Context: an optimization exercise on an open-source flow, tuned for small area, a short achievable clock period and few clock cycles. The choices shown serve that exercise and are no tape-out recipe. The RTL was checked by simulation tests, not by an equivalence proof against the original design.

==> inputs of tundra <==
Design oberon_fpu, start of the top module:
module oberon_fpu (
    input  wire        clk,
    input  wire        rst,           
    input  wire        in_valid,
    output wire        in_ready,
    input  wire [2:0]  in_op,         
    input  wire        in_u,
    input  wire        in_v,
    input  wire [31:0] in_x,
    input  wire [31:0] in_y,
    output reg         out_valid,
    output reg  [31:0] out_result,
    output reg  [31:0] out_h
);
export LEC_CHECK = 0
export ABC_AREA = 1
export CAP_MARGIN = 20
export CORE_MARGIN = 2
export CORE_UTILIZATION = 40
export SLEW_MARGIN = 20
create_clock -name core_clock -period 16.0 [get_ports {clk}]
run.sh (not shown) runs the stock make flow with config.mk's settings and CLKGATE_MAP_FILE= SYNTH_SCRIPT=/design/flow/synth_recipe.tcl, a recipe that flattens the netlist after the stock synthesis.
==> inputs of pepper, as changes to tundra <==
--- a/flow/design.v
+++ b/flow/design.v
@@ -82,60 +82,78 @@
     reg        rv;            
     reg [2:0]  op;
     reg        opu, opv;
     reg [31:0] X, Y;
     reg [3:0]  cnt;           
     reg        first;         
     reg        dneg;          
+    reg        ini;           
     reg        pre;           
-    reg        fixph;         
+    reg        fix1;          
+    reg        fix2;          
+    reg        rzr;           
     wire is_mul = (op == OP_MUL);
     wire is_fml = (op == OP_FML);
     wire is_div = (op == OP_DIV);
     wire is_fdv = (op == OP_FDV);
     wire is_mm  = is_mul | is_fml;
     wire is_dd  = is_div | is_fdv;
     wire is_fad = ~(is_mm | is_dd);
     reg last;
     always @(*) begin
         if (is_mul)      last = (cnt == 4'd3);
         else if (is_fml) last = (cnt == 4'd2);
-        else if (is_div) last = (cnt == 4'd15);
-        else if (is_fdv) last = (cnt == 4'd12);
+        else if (is_div) last = (cnt == 4'd10);
+        else if (is_fdv) last = (cnt == 4'd8);
         else             last = 1'b1;
     end
-    wire run  = rv & ~pre & ~fixph;                  
-    wire done = rv & ~pre & (fixph | (last & ~dneg));  
+    wire run  = rv & ~pre & ~fix1 & ~fix2;           
+    wire done = rv & (fix2 | (run & last & ~dneg));  
     assign in_ready = ~rv | done;
     wire accept = in_valid & in_ready;
     reg [32:0] HI;
-    reg [31:0] LO;
+    reg [32:0] LO;
     wire [32:0] mM  = is_fml ? {9'b0, 1'b1, X[22:0]} : {~opu & X[31], X};
-    wire [31:0] mb  = first ? (is_fml ? {8'b0, 1'b1, Y[22:0]} : Y) : LO;
+    wire [31:0] mb  = first ? (is_fml ? {8'b0, 1'b1, Y[22:0]} : Y) : LO[31:0];
     wire [32:0] mH  = first ? 33'b0 : HI;
     wire        mneg = is_mul & ~opu & (cnt == 4'd3);    
     wire [41:0] mMe = {{9{mM[32]}}, mM};
     reg  [41:0] mS;
     integer j;
     always @(*) begin
         mS = {{9{mH[32]}}, mH};
         for (j = 0; j < 7; j = j + 1)
             mS = mS + ((mb[j] ? mMe : 42'b0) << j);
         mS = mS + ((mb[7] ? (mneg ? ~mMe : mMe) : 42'b0) << 7) + ({41'b0, mb[7] & mneg} << 7);
     end
-    wire [31:0] dD  = is_fdv ? {8'b0, 1'b1, Y[22:0]} : Y;
-    wire [31:0] dR0 = first ? (is_fdv ? {9'b0, 1'b1, X[22:1]} : 32'b0) : HI[31:0];
-    wire [31:0] dQ0 = first ? (is_fdv ? {X[0], 31'b0} : X) : LO;
-    wire [31:0] dwa = {dR0[30:0], dQ0[31]};
+    reg  [31:0] dD, dRi;
+    reg  [32:0] dQi;
+    always @(*) begin
+        if (pre)         dD = X;
+        else if (fix1)   dD = HI[31:0];
+        else if (is_fdv) dD = {8'b0, 1'b1, Y[22:0]};
+        else             dD = Y;
+        if (fix1)        begin dRi = {1'b0, Y[31:1]};  dQi = {Y[0], X}; end
+        else if (fix2)   begin dRi = {32{~rzr}};      dQi = {~rzr, X}; end
+        else if (is_fdv) begin dRi = {10'b0, 1'b1, X[22:2]}; dQi = {X[1:0], 31'b0}; end
+        else             begin dRi = 32'b0;           dQi = {1'b0, X}; end
+    end
+    wire [31:0] dR0 = ini ? dRi : HI[31:0];
+    wire [32:0] dQ0 = ini ? dQi : LO;
+    wire [31:0] dwa = {dR0[30:0], dQ0[32]};
     wire [31:0] dva = dwa - dD;
-    wire [31:0] dR1 = dva[31] ? dwa : dva;
-    wire [31:0] dwb = {dR1[30:0], dQ0[30]};
+    wire        dta = ~dva[31] & ~first;
+    wire [31:0] dR1 = dta ? dva : dwa;
+    wire [31:0] dwb = {dR1[30:0], dQ0[31]};
     wire [31:0] dvb = dwb - dD;
     wire [31:0] dR2 = dvb[31] ? dwb : dvb;
-    wire [31:0] dQ2 = {dQ0[29:0], ~dva[31], ~dvb[31]};
+    wire [31:0] dwc = {dR2[30:0], dQ0[30]};
+    wire [31:0] dvc = dwc - dD;
+    wire [31:0] dR3 = dvc[31] ? dwc : dvc;
+    wire [32:0] dQ3 = {dQ0[29:0], dta, ~dvb[31], ~dvc[31]};
     wire [26:0] fa_sum;
     wire [7:0]  fa_e0;
     wire [31:0] fa_sp;
     wire        fa_use_sp;
     oberon_fpu_add_a u_add_a (
         .x      (X),
         .y      ((op == OP_FSB) ? (Y ^ 32'h80000000) : Y),
@@ -145,15 +163,15 @@
         .e0     (fa_e0),
         .sp     (fa_sp),
         .use_sp (fa_use_sp)
     );
     wire [7:0] xe = X[30:23];
     wire [7:0] ye = Y[30:23];
     reg  [2:0] pop;
-    reg        pvalid, psign, pz1, pz2, pneg;
+    reg        pvalid, psign, pz1, pz2, pmask;
     reg  [9:0] pE;
     reg  [9:0] nE;
     reg        nz1, nz2;
     always @(*) begin
         if (is_fml) begin
             nE  = {2'b0, xe} + {2'b0, ye} - 10'd127;
             nz1 = (xe == 8'd0) | (ye == 8'd0);
@@ -167,56 +185,64 @@
             nz1 = fa_use_sp;
             nz2 = opv;
         end
     end
     always @(posedge clk) begin
         if (is_mm) begin
             HI <= mS[40:8];
-            LO <= {mS[7:0], mb[31:8]};
+            LO <= {1'b0, mS[7:0], mb[31:8]};
         end else if (is_dd) begin
-            HI <= {1'b0, dR2};
-            LO <= dQ2;
+            HI <= fix2 ? {1'b0, X} : {1'b0, dR3};
+            LO <= fix2 ? {1'b0, dva} : dQ3;
         end else begin
             HI <= {1'b0, fa_sp};
-            LO <= {5'b0, fa_sum};
+            LO <= {6'b0, fa_sum};
         end
         pop   <= op;
         pE    <= nE;
         psign <= X[31] ^ Y[31];
         pz1   <= nz1;
         pz2   <= nz2;
-        pneg  <= dneg;
+        pmask <= fix2 & rzr;
+        if (fix1) rzr <= (HI[31:0] == 32'b0);
         if (accept) begin
             op    <= in_op;
             opu   <= in_u;
             opv   <= in_v;
             X     <= in_x;
             Y     <= in_y;
             dneg  <= (in_op == OP_DIV) & ~in_u & in_x[31];
             pre   <= (in_op == OP_DIV) & ~in_u & in_x[31];
         end else begin
-            if (pre) X <= 32'b0 - X;
+            if (pre | fix1) X <= dva;
+            if (fix1)       Y <= LO[31:0];
             pre <= 1'b0;
         end
         if (accept) begin
             cnt   <= 4'd0;
             first <= 1'b1;
+            ini   <= 1'b1;
         end else if (run) begin
             cnt   <= cnt + 4'd1;
             first <= 1'b0;
+            ini   <= last & dneg;
+        end else if (fix1) begin
+            ini   <= 1'b1;
         end
         if (rst) begin
             rv     <= 1'b0;
-            fixph  <= 1'b0;
+            fix1   <= 1'b0;
+            fix2   <= 1'b0;
             pvalid <= 1'b0;
         end else begin
             if (accept)    rv <= 1'b1;
             else if (done) rv <= 1'b0;
-            fixph  <= ~accept & run & last & dneg;
-            pvalid <= run & last;
+            fix1   <= run & last & dneg;
+            fix2   <= fix1;
+            pvalid <= (run & last & ~dneg) | fix2;
         end
     end
     wire [31:0] fad_z;
     oberon_fpu_add_b u_add_b (
         .sum    (LO[26:0]),
         .e0     (pE[7:0]),
         .sp     (HI[31:0]),
@@ -242,23 +268,19 @@
     always @(*) begin
         if (pz1)            fdv_out = 32'b0;
         else if (pz2)       fdv_out = sgn | 32'h7F800000;
         else if (!de1[8])   fdv_out = sgn | {1'b0, de1[7:0], dq3[23:1]};
         else if (!de1[7])   fdv_out = sgn | {1'b0, 8'hFF, dq2[23:1]};
         else                fdv_out = 32'b0;
     end
-    wire        rz    = (HI[31:0] == 32'b0);
-    wire [31:0] q_fix = ~LO + {31'b0, rz};
-    wire [31:0] r_fix = rz ? 32'b0 : (Y - HI[31:0]);
     always @(posedge clk) begin
         case (pop)
-            OP_MUL: out_result <= LO;
-            OP_DIV: out_result <= pneg ? q_fix : LO;
+            OP_MUL, OP_DIV: out_result <= LO[31:0];
             OP_FML: out_result <= fml_out;
             OP_FDV: out_result <= fdv_out;
             default: out_result <= fad_z;
         endcase
-        out_h <= (pop == OP_DIV && pneg) ? r_fix : HI[31:0];
+        out_h <= pmask ? 32'b0 : HI[31:0];
         if (rst) out_valid <= 1'b0;
         else     out_valid <= pvalid;
     end
 endmodule
CORE_UTILIZATION = 50   (was 40)
SETUP_SLACK_MARGIN = 5   (was default)
==> run notes <==
post-synthesis compound-gate area fraction 21.1%; WL/cell 26.6 µm; status complete, no violations; relative slew slack 16.8%; Syn Nets 6292; Nets 6278; Fmax 0.0955 GHz
The numbers above come from pepper.

==> run notes <==
post-synthesis compound-gate area fraction 18.2%; relative slew slack 24.9%; Syn Nets 6093; status complete, no violations; CP bufs+invs 8; hold worst-path end out_valid; IO Count 138; invs w/o clock 834; Fmax 0.0924 GHz
The numbers above come from tundra.

Testbench counts of tundra, summed over its fixed seeds: cycles 28,286.
Testbench counts of pepper, summed over its fixed seeds: cycles 23,294.

========
==> inputs of onyx <==
==> flow/design.v <==
module oberon_fpu_add_a (
    input  wire [31:0] x,
    input  wire [31:0] y,
    input  wire        u,
    input  wire        v,
    output wire [26:0] sum,       
    output wire [7:0]  e0,        
    output wire [31:0] sp,        
    output wire        use_sp     
);
    wire        xs = x[31];
    wire        ys = y[31];
    wire [7:0]  xe = u ? 8'd150 : x[30:23];
    wire [7:0]  ye = y[30:23];
    wire [31:0] xm = {7'b0, 1'b1, x[22:0], 1'b0};
    wire [31:0] x0 = u ? {{7{x[23]}}, x[23:0], 1'b0}
                       : (xs ? (32'b0 - xm) : xm);
    wire [31:0] ym = {7'b0, (~u & ~v), y[22:0], 1'b0};
    wire [31:0] y0 = ys ? (32'b0 - ym) : ym;
    wire        ybig = (ye > xe);
    wire [7:0]  d    = ybig ? (ye - xe) : (xe - ye);
    wire [4:0]  dsat = (d > 8'd31) ? 5'd31 : d[4:0];
    assign      e0   = ybig ? ye : xe;
    wire [31:0] sh   = $signed(ybig ? x0 : y0) >>> dsat;
    wire [24:0] x3   = ybig ? sh[24:0] : x0[24:0];
    wire [24:0] y3   = ybig ? y0[24:0] : sh[24:0];
    assign sum = {xs, xs, x3} + {ys, ys, y3};
    wire xz = (x[30:0] == 31'b0);
    wire yz = (y[30:0] == 31'b0);
    assign use_sp = ~v & (xz | yz);
    assign sp     = xz ? ((u | yz) ? 32'b0 : y) : x;
endmodule
module oberon_fpu_add_b (
    input  wire [26:0] sum,
    input  wire [7:0]  e0,
    input  wire [31:0] sp,
    input  wire        use_sp,
    input  wire        v,
    output reg  [31:0] z
);
    wire        neg  = sum[26];
    wire [26:0] s    = (sum ^ {27{neg}}) + (neg ? 27'd2 : 27'd1);
    wire [25:0] t3a  = s[26:1];
    reg  [4:0]  lz;
    integer k;
    always @(*) begin
        lz = 5'd0;
        for (k = 0; k <= 24; k = k + 1)
            if (t3a[k]) lz = 5'd24 - k[4:0];
    end
    wire        big  = (s[25:2] != 24'b0);
    wire [9:0]  e1   = {2'b0, e0} + 10'd1 - (big ? {5'b0, lz} : 10'd24);
    wire [24:0] t3   = big ? (t3a[24:0] << lz) : {t3a[0], 24'b0};
    wire [31:0] flr  = {{6{sum[26]}}, sum[26:1]};
    always @(*) begin
        if (v)
            z = flr;
        else if (use_sp)
            z = sp;
        else if (t3 == 25'b0 || e1[8])
            z = 32'b0;
        else
            z = {sum[26], e1[7:0], t3[23:1]};
    end
endmodule
module oberon_fpu_bkadd #(
    parameter W  = 32,
    parameter LG = 5           
) (
    input  wire [W-1:0] a,
    input  wire [W-1:0] b,
    output wire [W-1:0] s
);
    reg [W-1:0] p, G, P;
    integer i, l;
    always @(*) begin
        p = a ^ b;
        G = a & b;
        P = p;
        for (l = 0; l < LG; l = l + 1)
            for (i = (2 << l) - 1; i < W; i = i + (2 << l)) begin
                G[i] = G[i] | (P[i] & G[i - (1 << l)]);
                P[i] = P[i] & P[i - (1 << l)];
            end
        for (l = LG - 2; l >= 0; l = l - 1)
            for (i = 3 * (1 << l) - 1; i < W; i = i + (2 << l)) begin
                G[i] = G[i] | (P[i] & G[i - (1 << l)]);
                P[i] = P[i] & P[i - (1 << l)];
            end
    end
    assign s = p ^ {G[W-2:0], 1'b0};
endmodule
module oberon_fpu (
    input  wire        clk,
    input  wire        rst,           
    input  wire        in_valid,
    output wire        in_ready,
    input  wire [2:0]  in_op,         
    input  wire        in_u,
    input  wire        in_v,
    input  wire [31:0] in_x,
    input  wire [31:0] in_y,
    output wire        out_valid,
    output reg  [31:0] out_result,
    output reg  [31:0] out_h
);
    localparam [2:0] OP_FSB = 3'd1, OP_FML = 3'd2,
                     OP_FDV = 3'd3, OP_MUL = 3'd4, OP_DIV = 3'd5;
    reg        rv;            
    reg [2:0]  op;
    reg        opu, opv;
    reg [31:0] X, Y;      
    reg [8:0]  YSE;       
    reg [3:0]  cnt;           
    reg        first;         
    reg        dneg;          
    reg        fdvr;          
    reg        pre;
    reg        fix1;
    reg        fix2;
    reg        rzr;           
    reg  is_mm, is_dd;    
    wire is_mul = (op == OP_MUL);
    wire is_fml = (op == OP_FML);
    wire is_div = (op == OP_DIV);
    wire is_fdv = (op == OP_FDV);
    reg last;
    always @(*) begin
        if (is_mul)      last = (cnt == 4'd2);
        else if (is_fml) last = (cnt == 4'd1);
        else if (is_div) last = (cnt == 4'd10);
        else if (is_fdv) last = (cnt == 4'd8);
        else             last = 1'b1;
    end
    wire run  = rv & ~pre & ~fix1 & ~fix2;           
    wire done = rv & (fix2 | (run & last & ~dneg));  
    assign in_ready = ~rv | done;
    wire accept = in_valid & in_ready;
    reg [36:0] HI;    
    reg [32:0] LO;
    wire [32:0] mM  = is_fml ? {9'b0, 1'b1, X[22:0]} : {~opu & X[31], X};
    wire [31:0] mYv = is_fml ? {8'b0, 1'b1, Y[22:0]} : Y;
    wire        mSx = is_mul & ~opu & Y[31];
    wire [36:0] mYe = {{4{mSx}}, mYv, 1'b0};
    reg  [12:0] mc;
    always @(*) begin
        if (pre | fix2)          mc = 13'h1FFE;       
        else if (fix1)           mc = 13'h0002;       
        else case (cnt[1:0])
            2'd0:    mc = mYe[12:0];
            2'd1:    mc = mYe[24:12];
            default: mc = mYe[36:24];
        endcase
    end
    wire [49:0] mH  = (first | fix2) ? (is_fml ? {2'b0, mM[23:0], 24'b0} : 50'b0) : {{13{HI[36]}}, HI};
    reg  [299:0] mR;      
    reg  [49:0] mN;
    reg  [34:0] row;
    reg         bneg, bone, btwo;
    integer j;
    always @(*) begin
        mN = 50'b0;
        for (j = 0; j < 6; j = j + 1) begin
            bneg = mc[2*j+2];
            bone = mc[2*j+1] ^ mc[2*j];
            btwo = (mc[2*j+2] & ~mc[2*j+1] & ~mc[2*j]) | (~mc[2*j+2] & mc[2*j+1] & mc[2*j]);
            row  = ((bone ? {{2{mM[32]}}, mM} : 35'b0) | (btwo ? {mM[32], mM, 1'b0} : 35'b0)) ^ {35{bneg}};
            mR[50*j +: 50] = {15'b0, ~row[34], row[33:0]} << (2*j);
            mN[2*j] = bneg;
        end
        mN[0] = mN[0] & ~(fix2 & ~rzr);       
    end
    localparam [49:0] mK = 50'h0 - 50'h2_0000_0000_0000
                         - 50'h0_0004_0000_0000 - 50'h0_0010_0000_0000 - 50'h0_0040_0000_0000
                         - 50'h0_0100_0000_0000 - 50'h0_0400_0000_0000 - 50'h0_1000_0000_0000;
    wire [49:0] mA = {~mH[49], mH[48:0]};
    wire [49:0] s1 = mA ^ mR[49:0] ^ mR[99:50];
    wire [49:0] c1 = ((mA & mR[49:0]) | (mA & mR[99:50]) | (mR[49:0] & mR[99:50])) << 1;
    wire [49:0] s2 = mR[149:100] ^ mR[199:150] ^ mR[249:200];
    wire [49:0] c2 = ((mR[149:100] & mR[199:150]) | (mR[149:100] & mR[249:200]) | (mR[199:150] & mR[249:200])) << 1;
    wire [49:0] s3 = mR[299:250] ^ mN ^ mK;
    wire [49:0] c3 = ((mR[299:250] & mN) | (mR[299:250] & mK) | (mN & mK)) << 1;
    wire [49:0] s4 = s1 ^ c1 ^ s2;
    wire [49:0] c4 = ((s1 & c1) | (s1 & s2) | (c1 & s2)) << 1;
    wire [49:0] s5 = c2 ^ s3 ^ c3;
    wire [49:0] c5 = ((c2 & s3) | (c2 & c3) | (s3 & c3)) << 1;
    wire [49:0] s6 = s4 ^ c4 ^ s5;
    wire [49:0] c6 = ((s4 & c4) | (s4 & s5) | (c4 & s5)) << 1;
    wire [49:0] s7 = s6 ^ c6 ^ c5;
    wire [49:0] c7 = ((s6 & c6) | (s6 & c5) | (c6 & c5)) << 1;
    wire [49:0] mS;
    oberon_fpu_bkadd #(.W(50), .LG(6)) u_madd (.a(s7), .b(c7), .s(mS));
    reg  [2:0]  EXT;
    wire [31:0] dD  = Y;
    wire [31:0] dRi = {10'b0, 1'b1, X[22:2]} & {32{fdvr}};
    wire [32:0] dQi = fdvr ? {X[1:0], 31'b0} : {1'b0, X};
    wire [31:0] dR0 = first ? dRi : HI[31:0];
    wire [32:0] dQ0 = first ? dQi : LO;
    wire [31:0] dwa = {dR0[30:0], dQ0[32]};
    wire [31:0] dva = dwa - dD;
    wire        dta = ~dva[31] & ~first;
    wire [31:0] dR1 = dta ? dva : dwa;
    wire [31:0] dwb = {dR1[30:0], dQ0[31]};
    wire [31:0] dvb = dwb - dD;
    wire [31:0] dR2 = dvb[31] ? dwb : dvb;
    wire [31:0] dwc = {dR2[30:0], dQ0[30]};
    wire [31:0] dvc = dwc - dD;
    wire [31:0] dR3 = dvc[31] ? dwc : dvc;
    wire [32:0] dQ3 = {dQ0[29:0], dta, ~dvb[31], ~dvc[31]};
    wire dskip_ok = is_div & first & ~Y[31] & (Y != 32'b0);
    wire dskip8   = dskip_ok & (X[31:9] == 23'b0);
    wire dskip5   = dskip_ok & (X[31:18] == 14'b0);
    wire [26:0] fa_sum;
    wire [7:0]  fa_e0;
    wire [31:0] fa_sp;
    wire        fa_use_sp;
    oberon_fpu_add_a u_add_a (
        .x      (X),
        .y      ((op == OP_FSB) ? (Y ^ 32'h80000000) : Y),
        .u      (opu),
        .v      (opv),
        .sum    (fa_sum),
        .e0     (fa_e0),
        .sp     (fa_sp),
        .use_sp (fa_use_sp)
    );
    wire [7:0] xe = X[30:23];
    wire [7:0] ye = YSE[7:0];
    reg  [2:0] pop;
    reg        pvalid, psign, pz1, pz2, pmask;
    reg  [9:0] pE;
    reg  [9:0] nE;
    reg        nz1, nz2;
    always @(*) begin
        if (is_fml) begin
            nE  = {2'b0, xe} + {2'b0, ye} - 10'd127;
            nz1 = (xe == 8'd0) | (ye == 8'd0);
            nz2 = 1'b0;
        end else if (is_fdv) begin
            nE  = {2'b0, xe} - {2'b0, ye} + 10'd126;
            nz1 = (xe == 8'd0);
            nz2 = (ye == 8'd0);
        end else begin
            nE  = {2'b0, fa_e0};
            nz1 = fa_use_sp;
            nz2 = opv;
        end
    end
    always @(posedge clk) begin
        if (is_mm) begin
            HI <= mS[48:12];
            LO <= {mS[11:0], LO[32:12]};
        end else if (is_dd) begin
            HI <= fix2 ? {5'b0, Y} : {5'b0, dR3};
            LO <= fix2 ? {1'b0, mS[31:0]} : dskip8 ? {X[8:0], 24'b0} : dskip5 ? {X[17:0], 15'b0} : dQ3;
        end else begin
            HI <= {5'b0, fa_sp};
            LO <= {6'b0, fa_sum};
        end
        EXT   <= LO[11:9];
        pop   <= op;
        pE    <= nE;
        psign <= X[31] ^ YSE[8];
        pz1   <= nz1;
        pz2   <= nz2;
        pmask <= fix2 & rzr;
        if (fix1) rzr <= (HI[31:0] == 32'b0);
        if (accept) begin
            op    <= in_op;
            opu   <= in_u;
            opv   <= in_v;
            X     <= in_x;
            Y     <= (in_op == OP_FDV) ? {8'b0, 1'b1, in_y[22:0]} : in_y;
            YSE   <= in_y[31:23];
            dneg  <= (in_op == OP_DIV) & ~in_u & in_x[31];
            fdvr  <= (in_op == OP_FDV);
            is_mm <= (in_op == OP_MUL) | (in_op == OP_FML);
            is_dd <= (in_op == OP_DIV) | (in_op == OP_FDV);
            pre   <= (in_op == OP_DIV) & ~in_u & in_x[31];
        end else begin
            if (pre)                   X <= mS[31:0];
            if (is_div & run & ~first) X <= ~Y;
            if (fix1)                  X <= LO[31:0];
            if (fix1)                  Y <= ~mS[31:0];
            pre <= 1'b0;
        end
        if (accept) begin
            cnt   <= 4'd0;
            first <= 1'b1;
        end else if (run) begin
            cnt   <= dskip8 ? 4'd8 : dskip5 ? 4'd5 : cnt + 4'd1;
            first <= 1'b0;
        end
        if (rst) begin
            rv     <= 1'b0;
            fix1   <= 1'b0;
            fix2   <= 1'b0;
            pvalid <= 1'b0;
        end else begin
            if (accept)    rv <= 1'b1;
            else if (done) rv <= 1'b0;
            fix1   <= run & last & dneg;
            fix2   <= fix1;
            pvalid <= (run & last & ~dneg) | fix2;
        end
    end
    wire [31:0] fad_z;
    oberon_fpu_add_b u_add_b (
        .sum    (LO[26:0]),
        .e0     (pE[7:0]),
        .sp     (HI[31:0]),
        .use_sp (pz1),
        .v      (pz2),
        .z      (fad_z)
    );
    wire [31:0] sgn = {psign, 31'b0};
    wire        fm47 = HI[23];
    wire [23:0] fz0  = (fm47 ? {HI[22:0], LO[32]} : {HI[21:0], LO[32:31]}) + 24'd1;
    wire [9:0]  fe1  = pE + {9'b0, fm47};
    reg  [31:0] fml_out;
    always @(*) begin
        if (pz1)            fml_out = 32'b0;
        else if (!fe1[8])   fml_out = sgn | {1'b0, fe1[7:0], fz0[23:1]};
        else if (!fe1[7])   fml_out = sgn | {1'b0, 8'hFF, fz0[23:1]};
        else                fml_out = 32'b0;
    end
    wire [23:0] dq2 = LO[25] ? LO[24:1] : LO[23:0];
    wire [23:0] dq3 = dq2 + 24'd1;
    wire [9:0]  de1 = pE + {9'b0, LO[25]};
    reg  [31:0] fdv_out;
    always @(*) begin
        if (pz1)            fdv_out = 32'b0;
        else if (pz2)       fdv_out = sgn | 32'h7F800000;
        else if (!de1[8])   fdv_out = sgn | {1'b0, de1[7:0], dq3[23:1]};
        else if (!de1[7])   fdv_out = sgn | {1'b0, 8'hFF, dq2[23:1]};
        else                fdv_out = 32'b0;
    end
    always @(*) begin
        case (pop)
            OP_MUL:  out_result = {LO[28:0], EXT};
            OP_DIV:  out_result = LO[31:0];
            OP_FML:  out_result = fml_out;
            OP_FDV:  out_result = fdv_out;
            default: out_result = fad_z;
        endcase
        if (pop == OP_MUL) out_h = {HI[27:0], LO[32:29]};
        else               out_h = pmask ? 32'b0 : HI[31:0];
    end
    assign out_valid = pvalid;
endmodule
==> flow/flow/run.sh <==
#!/bin/bash
set -euo pipefail
export SETUP_SLACK_MARGIN=6.5
bash standard.sh > standard_flow.log 2>&1
==> flow/standard.sh <==
#!/bin/bash
# synth_recipe.tcl (not shown) runs the flow's synth.tcl, then flattens the netlist and writes it again
# the make line also repeats each setting of config.mk as NAME=value (left out here)
make -C /OpenROAD-flow-scripts/flow DESIGN_CONFIG=/design/flow/config.mk WORK_HOME=/design/flow/orfs CLKGATE_MAP_FILE= SYNTH_SCRIPT=/design/flow/synth_recipe.tcl "${@:-finish}"
==> flow/config.mk <==
export PLATFORM = sky130hd
export DESIGN_NAME = oberon_fpu
export DESIGN_NICKNAME = oberon_fpu
export VERILOG_FILES = /design/flow/design.v
export SDC_FILE = /design/flow/constraint.sdc
export NUM_CORES = 4
export LEC_CHECK = 0
export ABC_AREA = 1
export CAP_MARGIN = 20
export CORE_MARGIN = 2
export CORE_UTILIZATION = 50
export SLEW_MARGIN = 20
==> flow/constraint.sdc <==
create_clock -name core_clock -period 16.0 [get_ports {clk}]
set_input_delay 3.2000 -clock core_clock [delete_from_list [all_inputs] [get_ports {clk}]]
set_output_delay 3.2000 -clock core_clock [all_outputs]
set_load 0.01 [all_outputs]
==> inputs of yarrow, as changes to onyx <==
Settings changed: CORE_UTILIZATION 50 to 40.
==> inputs of zinc, as changes to onyx <==
==> flow/run.sh (new file) <==
#!/bin/bash
# synth_recipe.tcl (not shown) runs the flow's synth.tcl, then flattens the netlist and writes it again
# the make line also repeats each setting of config.mk as NAME=value (left out here)
make -C /OpenROAD-flow-scripts/flow DESIGN_CONFIG=/design/flow/config.mk WORK_HOME=/design/flow/orfs CLKGATE_MAP_FILE= SYNTH_SCRIPT=/design/flow/synth_recipe.tcl finish
Settings changed: CORE_UTILIZATION 50 to 40, SETUP_SLACK_MARGIN set to 5.
removed: flow/flow/run.sh
removed: flow/standard.sh
==> run notes <==
Result of the run: yarrow no timing/DRC/antenna violations; zinc no timing/DRC/antenna violations; onyx no timing/DRC/antenna violations
Worst Setup SP: yarrow LO[26]$_DFF_P_; zinc fdvr$_DFFE_PP_; onyx LO[26]$_DFF_P_
Cell at the slowest stage of the critical path: yarrow sky130_fd_sc_hd__dfxtp_4; zinc sky130_fd_sc_hd__edfxtp_1; onyx sky130_fd_sc_hd__dfxtp_4
Worst setup slack before clock tree synthesis: yarrow 3.20 ns; zinc 3.20 ns; onyx 3.32 ns
Total track usage: yarrow 39.3%; zinc 38.7%; onyx 48.2%
Fraction of area in registers: yarrow 10.2%; zinc 10.8%; onyx 10.3%
Worst-Skew Late Latency: yarrow 0.55 ns; zinc 0.54 ns; onyx 0.49 ns
Slew at the pin closest to its max-slew limit: yarrow 1.33 ns; zinc 1.35 ns; onyx 1.23 ns
Non-Clock Inverter Count: yarrow 716; zinc 714; onyx 717
Clock buffers and inverters, area share: yarrow 1.36%; zinc 1.44%; onyx 1.32%
Worst hold slack: yarrow 0.487 ns; zinc 0.491 ns; onyx 0.444 ns
Die extent in x: yarrow 311 µm; zinc 311 µm; onyx 279 µm
Register-to-register setup slack: yarrow 6.75 ns; zinc 5.55 ns; onyx 6.68 ns
Count of vias placed by the detailed router: yarrow 44500; zinc 43300; onyx 45200
Post-detailed-routing wire length: yarrow 200000 µm; zinc 195000 µm; onyx 195000 µm
Clock period minus final worst setup slack: yarrow 9.35 ns; zinc 10.45 ns; onyx 9.34 ns
Gates resized, CTS repair: yarrow 211; zinc 29; onyx 197
Vertical die dimension: yarrow 311 µm; zinc 311 µm; onyx 279 µm
Final-layout fill cell count: yarrow 9759; zinc 9952; onyx 7456
Testbench counts of onyx, summed over its fixed seeds: cycles 19,486.
Testbench counts of yarrow, summed over its fixed seeds: cycles 19,486.
Testbench counts of zinc, summed over its fixed seeds: cycles 19,486.

static timing again, ports no longer ideal:
How much do the figures lean on ideal ports? The routed layouts below were timed once more, with nothing changed but the port constraints.
Step 1 (the two cells are an assumption about what drives the block):
set clk [get_ports {clk}]
set_driving_cell -lib_cell sky130_fd_sc_hd__clkbuf_16 $clk
set_driving_cell -lib_cell sky130_fd_sc_hd__buf_2 [delete_from_list [all_inputs] $clk]
Step 2 also shifts input and output timing later by t, the mid clock arrival at the registers, as if the neighbouring blocks saw the same clock.
Slacks: ideal / step 1 / step 2; pairs: ideal / step 1.
| run | t, ns | setup WS [ns] | clock arrival spread, ns | pins driven straight from the clock port |
|---|---|---|---|---|
| tundra | 0.698 | 5.177 / 5.177 / 5.177 | 0.021 / 0.022 | 1 |
| pepper | 0.665 | 5.532 / 5.532 / 5.532 | 0.028 / 0.028 | 1 |
| onyx | 0.553 | 6.656 / 6.588 / 6.680 | 0.019 / 0.019 | 1 |
| yarrow | 0.606 | 6.650 / 6.580 / 6.751 | 0.025 / 0.026 | 1 |
| zinc | 0.599 | 5.546 / 5.525 / 5.546 | 0.017 / 0.017 | 1 |
After both steps setup and hold are still met in every run listed.
